This design comes from an exercise in tuning for small area, a short achievable clock period and few clock cycles on the open sky130 flow, not from production work.
The RTL was checked by simulation tests, not by an equivalence proof against the original design.
No activity file was given, so power comes from the tool's default toggle rates.

===== config.mk =====
export PLATFORM = sky130hd
export DESIGN_NAME = frame_decoder
export DESIGN_NICKNAME = frame_decoder
export VERILOG_FILES = /design/flow/design.v
export SDC_FILE = /design/flow/constraint.sdc
export NUM_CORES = 4
export LEC_CHECK = 0
export ABC_AREA = 0
export CAP_MARGIN = 20
export CORE_MARGIN = 2
export CORE_UTILIZATION = 40
export SLEW_MARGIN = 20

===== constraint.sdc =====
create_clock -name core_clock -period 6.0 [get_ports {clk}]
set_input_delay 1.2000 -clock core_clock [delete_from_list [all_inputs] [get_ports {clk}]]
set_output_delay 1.2000 -clock core_clock [all_outputs]
set_load 0.01 [all_outputs]

===== design.v =====
module frame_decoder (
    input  wire       clk,
    input  wire       rst,
    input  wire       rx_valid,
    input  wire [7:0] rx_data,
    output wire       rx_ready,
    output wire       fr_valid,
    output wire       fr_sof,
    output wire       fr_eof,
    output wire [7:0] fr_data,
    output reg        err_valid,
    output reg  [1:0] err_code,
    output reg  [7:0] err_info
);
    localparam BUF_CAP      = 128;           
    localparam N            = BUF_CAP + 2;   
    localparam VD           = 8;             
    localparam ERR_CHECKSUM = 2'd1;
    localparam ERR_LENGTH   = 2'd2;
    localparam ERR_OVERFLOW = 2'd3;
    localparam S_SIZE   = 3'd0;
    localparam S_SIZEHI = 3'd1;
    localparam S_CMD    = 3'd2;
    localparam S_PAY    = 3'd3;
    localparam S_CHK    = 3'd4;
    reg  [8*N-1:0] ring;
    wire [7:0]     rdat = ring[8*N-1 -: 8];    
    reg  [7:0]  d;       
    reg  [7:0]  e;       
    reg  [7:0]  cnt;     
    reg  [VD-1:0] vq;    
    reg  [3:0]    vcnt;
    wire          vfull  = (vcnt == VD);
    wire          vempty = (vcnt == 4'd0);
    reg  [2:0]  st;
    reg  [7:0]  acc;        
    reg  [14:0] rem;        
    reg         nost;       
    reg  [2:0]  rst_q;      
    reg  [7:0]  rrem;
    reg         rhz;        
    reg         rout;       
    wire rd_go  = (e == 8'd0) && (cnt != 8'd0) && !(rst_q == S_CMD && vempty);
    wire wr_ok  = (d == 8'd0) && ((cnt != N) || rd_go);
    wire in_body = (st == S_CMD) || (st == S_PAY) || (st == S_CHK);
    assign rx_ready = (in_body && nost) ? 1'b1 :
                      (st == S_SIZE)    ? (wr_ok && !vfull) : wr_ok;
    wire        take     = rx_valid && rx_ready;
    wire [7:0]  acc_next = acc ^ rx_data;
    wire [14:0] len_long = {rem[14:8], rx_data};
    wire        wr    = (st == S_SIZE) ? wr_ok : (take && !(in_body && nost));
    wire [7:0]  wdata = take ? rx_data : 8'h00;
    always @(posedge clk)
        ring <= {ring[8*N-9:0], wr ? wdata : rdat};
    wire        rd_cmd = rd_go && (rst_q == S_CMD);
    assign fr_valid = rd_go && ((rst_q == S_CMD && vq[0]) || (rst_q == S_PAY && rout));
    assign fr_sof   = (rst_q == S_CMD);
    assign fr_eof   = (rrem == 8'd1);
    assign fr_data  = rdat;
    wire        vpush = take && (st == S_CHK) && !nost;
    wire        vpop  = rd_cmd;
    always @(posedge clk) begin
        if (rst) begin
            d    <= 8'd0;
            e    <= 8'd0;
            cnt  <= 8'd0;
            vcnt <= 4'd0;
        end else begin
            d    <= wr ? d : (d == 8'd0) ? N - 1 : d - 8'd1;
            e    <= rd_go ? e : (e == 8'd0) ? N - 1 : e - 8'd1;
            cnt  <= cnt + {7'd0, wr} - {7'd0, rd_go};
            vcnt <= vcnt + {3'd0, vpush} - {3'd0, vpop};
        end
    end
    always @(posedge clk) begin : vfifo
        integer i;
        for (i = 0; i < VD; i = i + 1) begin
            if (vpop) begin
                if (vpush && vcnt == i + 1)
                    vq[i] <= (acc_next == 8'h00);
                else if (i < VD - 1)
                    vq[i] <= vq[i+1];
            end else if (vpush && vcnt == i)
                vq[i] <= (acc_next == 8'h00);
        end
    end
    always @(posedge clk) begin
        if (rst) begin
            st        <= S_SIZE;
            acc       <= 8'h00;
            nost      <= 1'b0;
            err_valid <= 1'b0;
        end else begin
            err_valid <= 1'b0;
            if (take) begin
                acc <= acc_next;
                case (st)
                    S_SIZE: begin
                        if (rx_data == 8'h00) begin
                        end else if (!rx_data[7]) begin
                            rem <= {8'd0, rx_data[6:0]};
                            st  <= S_CMD;
                        end else begin
                            rem <= {rx_data[6:0], 8'd0};
                            st  <= S_SIZEHI;
                        end
                    end
                    S_SIZEHI: begin
                        if (len_long == 15'd0) begin
                            err_valid <= 1'b1;
                            err_code  <= ERR_LENGTH;
                            err_info  <= 8'h00;
                            st        <= S_SIZE;
                            acc       <= 8'h00;
                        end else begin
                            rem  <= len_long;
                            st   <= S_CMD;
                            nost <= (len_long > BUF_CAP + 1);
                        end
                    end
                    S_CMD: begin
                        rem <= rem - 15'd1;
                        st  <= (rem == 15'd1) ? S_CHK : S_PAY;
                    end
                    S_PAY: begin
                        rem <= rem - 15'd1;
                        if (rem == 15'd1)
                            st <= S_CHK;
                    end
                    default: begin   
                        if (acc_next != 8'h00 || nost) begin
                            err_valid <= 1'b1;
                            err_code  <= (acc_next != 8'h00) ? ERR_CHECKSUM : ERR_OVERFLOW;
                            err_info  <= acc_next;
                        end
                        st   <= S_SIZE;
                        acc  <= 8'h00;
                        nost <= 1'b0;
                    end
                endcase
            end
        end
    end
    always @(posedge clk) begin
        if (rst) begin
            rst_q <= S_SIZE;
        end else if (rd_go) begin
            case (rst_q)
                S_SIZE: begin
                    if (rdat == 8'h00) begin
                    end else if (!rdat[7]) begin
                        rrem  <= {1'b0, rdat[6:0]};
                        rst_q <= S_CMD;
                    end else begin
                        rhz   <= (rdat[6:0] == 7'd0);
                        rst_q <= S_SIZEHI;
                    end
                end
                S_SIZEHI: begin
                    if (rhz && rdat != 8'h00 && rdat <= BUF_CAP + 1) begin
                        rrem  <= rdat;
                        rst_q <= S_CMD;
                    end else
                        rst_q <= S_SIZE;
                end
                S_CMD: begin
                    rout  <= vq[0];
                    rrem  <= rrem - 8'd1;
                    rst_q <= (rrem == 8'd1) ? S_CHK : S_PAY;
                end
                S_PAY: begin
                    rrem  <= rrem - 8'd1;
                    if (rrem == 8'd1)
                        rst_q <= S_CHK;
                end
                default:     
                    rst_q <= S_SIZE;
            endcase
        end
    end
endmodule

===== run.sh =====
#!/bin/bash
# synth_recipe.tcl (not shown) runs the flow's synth.tcl, then flattens the netlist and writes it again
# the make line also repeats each setting of config.mk as NAME=value (left out here)
make -C /OpenROAD-flow-scripts/flow DESIGN_CONFIG=/design/flow/config.mk WORK_HOME=/design/flow/orfs CLKGATE_MAP_FILE= SYNTH_SCRIPT=/design/flow/synth_recipe.tcl finish

==> run summary <==
## layout make-up
cell class	instances	area [um2]
fill	5348	33600
sequential	1127	22900
tap	855	1070
clock inverter	42	588
timing repair buffer	39	375
clock buffer	138	2810
multi-input combinational	426	2800
inverter	35	131
## worst max path at each step
stage | from | to | depth (start not counted)
2_1_floorplan | rx_data[1] | err_code[0] | 6
3_3_place_gp | rx_valid | cnt[6] | 15
3_5_place_dp | rx_valid | cnt[6] | 15
4_1_cts | e[2] | fr_valid | 5
5_1_grt | e[2] | fr_valid | 5
6_report | e[2] | fr_valid | 5
## flip-flops by register name (all words and copies together), names as in the netlist
register	count
vcnt	4
rout	1
err_info	8
err_valid	1
err_code	2
acc	8
rst_q	3
vq	8
nost	1
st	3
rrem	8
d	8
rem	15
cnt	8
e	8
rhz	1
ring	1040
## logic make-up after synthesis
group,count (synthesis)
AO/OA/AOI/OAI,124
flip-flops,1127
multiplexers,17
buffers and inverters,75
AND/OR/NAND/NOR,221
adder cells (fa/ha/maj),29
XOR/XNOR,35
## power by group
group	internal [mW]	switching [mW]
Sequential	7.76	0.103
Clock	3.67	2.67
Combinational	0.333	0.447
## through the flow
step	hold WS, ns	cell area (um2)
2_1_floorplan	0.310	26000
6_report	0.291	30700
3_3_place_gp	0.311	27300
4_1_cts	0.301	30700
5_1_grt	0.299	30700
3_5_place_dp	0.312	27300
## placed cells by master, fill, tap and decap left out, drive strengths merged, types with 3 or more instances in the layout
master         count
o31ai              4
xor2              10
dfxtp           1090
inv               41
o21ai             44
bufinv             8
nor3              15
clkinvlp           4
or3               10
buf                6
clkinv            24
nor2              66
nand2             50
xnor2             25
or4                3
ha                27
nand2b            10
nand3b             6
a2111oi            3
clkdlybuf4s50     33
a21oi             33
a31oi              4
clkbuf           138
or3b               8
nor4              10
nand4              8
edfxtp            37
a22o               8
nand3              7
a21o               5
nor2b             10
a211oi             6
and3              10
mux2i             15
## worst max-delay path, cell delays in order, from the launching register on
cell	delay, ns
dfxtp_1	0.36
nor4_1	0.47
nand3_1	0.29
a311o_1	0.54
nor3_1	0.34
clkdlybuf4s50_1	0.60
## routing by layer
layer	routed length (um)	part of all wire	GRT usage
met5	0	0	0
met4	903	0.027	0.0416
met3	1890	0.057	0.0313
met2	13200	0.40	0.141
met1	16900	0.51	0.147
==> run summary <==
Logic synthesis:
- Yosys instantiated no cell more often than dfxtp_1.
- The most used flip-flop cell after synthesis is dfxtp_1.
- The post-synth net total is 1668.
- By area, the combinational part of the netlist is dominated by simple AND/OR/NAND/NOR gates.
- The commonest cells after synthesis are dfxtp_1 (1090), nor2_1 (65), nand2_1 (49).
- Of the total synthesized cell area, the portion taken by AND, OR, NAND and NOR gates is 0.0437.
- The count of flip-flops with a built-in enable after synthesis is 37.
- The mux share of post-synthesis cell area is 0.00664.
- The synthesized design contains 1127 register bits.
- Synthesis handed over a netlist of 1628 instances.
- The mean cell area of the mapped netlist is 16.0 um2.
- Yosys attributes the largest share of cell area to dfxtp_1 (84%), edfxtp_1 (4.3%), ha_1 (1.3%), nor2_1 (0.94%), o21ai_0 (0.85%).
- The proportion of netlist area held by the largest area contributor is 0.839.
- The combined area of all synthesized cells is 26000 um2.
- For this run, the register share of the synthesized area comes to 0.881.
- The synthesis warning total is 1.
- The unique cell type count in the Yosys netlist is 59.
- The share of synthesized registers carrying an async set or reset is 0.
- Of the total synthesized cell area, the portion taken by XOR and XNOR cells is 0.0118.
- Summed over all instances, the cell type with the most area after synthesis is dfxtp_1.
- The synthesized-area fraction occupied by ao, oa, aoi and oai cells is 0.0302.
- The synthesized-area fraction occupied by adder cells is 0.0145.

Die:
- The floorplan has 93 rows.
- The core area is 64300 um2.
- The vertical extent of the die is 259 um.
- The die covers 67100 um2.
- The number of placed I/O pins is 34.
- The die outline width is 259 um.
- The initial utilization of the core area, before any placement, comes to 0.404.

Cells and area:
- From synthesis to final layout, the design area changed by 18.0%.
- Measured on the finished design, the core utilization comes to 0.477.
- The total inserted antenna cells is 0.
- Of the cells placed in the final design, the portion with a size suffix greater than 1 is 0.0991.
- The final net count is 1767.
- The final instance count without filler cells is 2662.

Setup path:
- The kind of end point of the critical path is an output pin.
- The class of the most critical setup path is reg -> out.
- The number of cells on the worst reg-to-reg path is 16.
- The worst setup path is launched from a flip-flop.
- The worst register-to-register path has a setup slack of 1.94 ns.
- The startpoint of the worst register-to-register path is e[2].
- The capture point of the worst reg-to-reg path is cnt[6].
- The data required time of the critical path is 4.80 ns.
- The data arrival time of the worst path is 3.22 ns.
- Of all nets on the critical path, the largest fanout is 12.

STA:
- At the pin with the least slew margin, the transition time is 0.838 ns.
- Clock skew on the completed layout was measured at 0.0331 ns.
- The clock period minus final worst setup slack is 4.42 ns.
- The post-route fraction of the period consumed by the critical path is 0.737.
- Setup repair after global routing left no endpoint under its margin.
- The number of pins with negative max-slew slack in the final report was 0.
- Based on the critical path, the design can be clocked at up to 226 MHz.
- The smallest setup slack after layout is 1.58 ns.
- The final count of hold timing violations is 0.
- For the final routed database, the setup TNS stands at 0 ns.
- The final number of setup-violating endpoints is 0.
- The relative max-transition margin is 0.439.

Pwr:
- For this design the ratio of total power to cell area is 488 nW/um2.
- The highest ir drop seen on vdd is 0.258 mV.
- The post-route total power is 15.0 mW.
- The leakage power total is 12.1 nW.

Outcome:
- The flow ran to the end and the layout has no timing, DRC or antenna violations.

Job:
- The count of max-cap constraint violations is 0.

Global route:
- The first-pass GRT wire length is 55600 um.
- The number of global-route vias before repair is 11.0k.
- The pin count of the biggest net entering global routing is 44.
- The all-layer global routing usage is 0.102.
- Global routing finished with a remaining overflow of 0.
- The initial antenna violation count came to 0.

Route:
- The DRC violation count after routing is 0.
- Dividing the detail-routed via count by the number of cells gives 4.08.
- The number of routed nets with antenna violations is 0.
- The count of TritonRoute iterations in the first routing pass is 4.
- The DRC marker count from the first detailed-route iteration is 605.
- Dividing the detail-routed wire length by the instance count gives 12.3 um.
- The routed design has 32900 um of wire.
- The total via count after detailed routing is 10.9k.

CTS:
- Counting every sink on the clock net gives 1127.
- Buffers added to address setup during post-CTS repair amount to 0.
- The number of buffers inserted during clock tree synthesis is 98.
- The clock-pin slew on the worst setup and hold paths is 0.06 ns.
- The number of levels in the clock H-tree is 3.
- The clock insertion delay at the later pin of the skew report is 0.65 ns.
- The root cell of the clock tree is clkbuf_16.
- The maximum buffer depth of the clock tree is 3.
- The number of hold-repair buffers added at the cts stage is 0.
- In this run, post-CTS repair resized a total of 0 instances.
- TritonCTS built the clock tree.

Min path:
- For hold timing, the worst endpoint is ring[112].
- The worst hold path begins at ring[104].
- The worst hold path class is reg -> reg.
- The worst hold path cell count is 0.

Place:
- Once detailed placement completed, the half-perimeter wirelength came to 17700 um.
- Routability-driven placement finished with a final weighted congestion of 0.738.
- Before CTS, the worst setup slack after placement is 1.22 ns.
- The number of placed instances, taps included, is 2482.
- The quantity of I/O buffers inserted on ports is 33.
Testbench counts, summed over its fixed seeds: cycles 24,999.

[separate check: timing with driven ports]
Ports are ideal in the flow. The routed layout listed here was re-timed in OpenROAD.
Step 1 assumes that a clkbuf_16 drives the clock port and a buf_2 every other input.
Step 2 moves the port delays by t, midway between the first and last clock arrival at a register: inputs arrive t later, outputs are due t later. That takes back most of the time a late clock gives input paths.
Slacks: ideal / step 1 / step 2; pairs: ideal / step 1.
t, ns: 0.690
setup slack, ns: 1.575 / 1.518 / 1.177
latest minus earliest clock arrival (ns): 0.037 / 0.036
worst data-port slew with drivers (ns): 0.04
After both steps setup and hold are still met in this run. For this run, drivers alone change the setup slack by -0.057 ns; drivers and shift together by -0.398 ns.
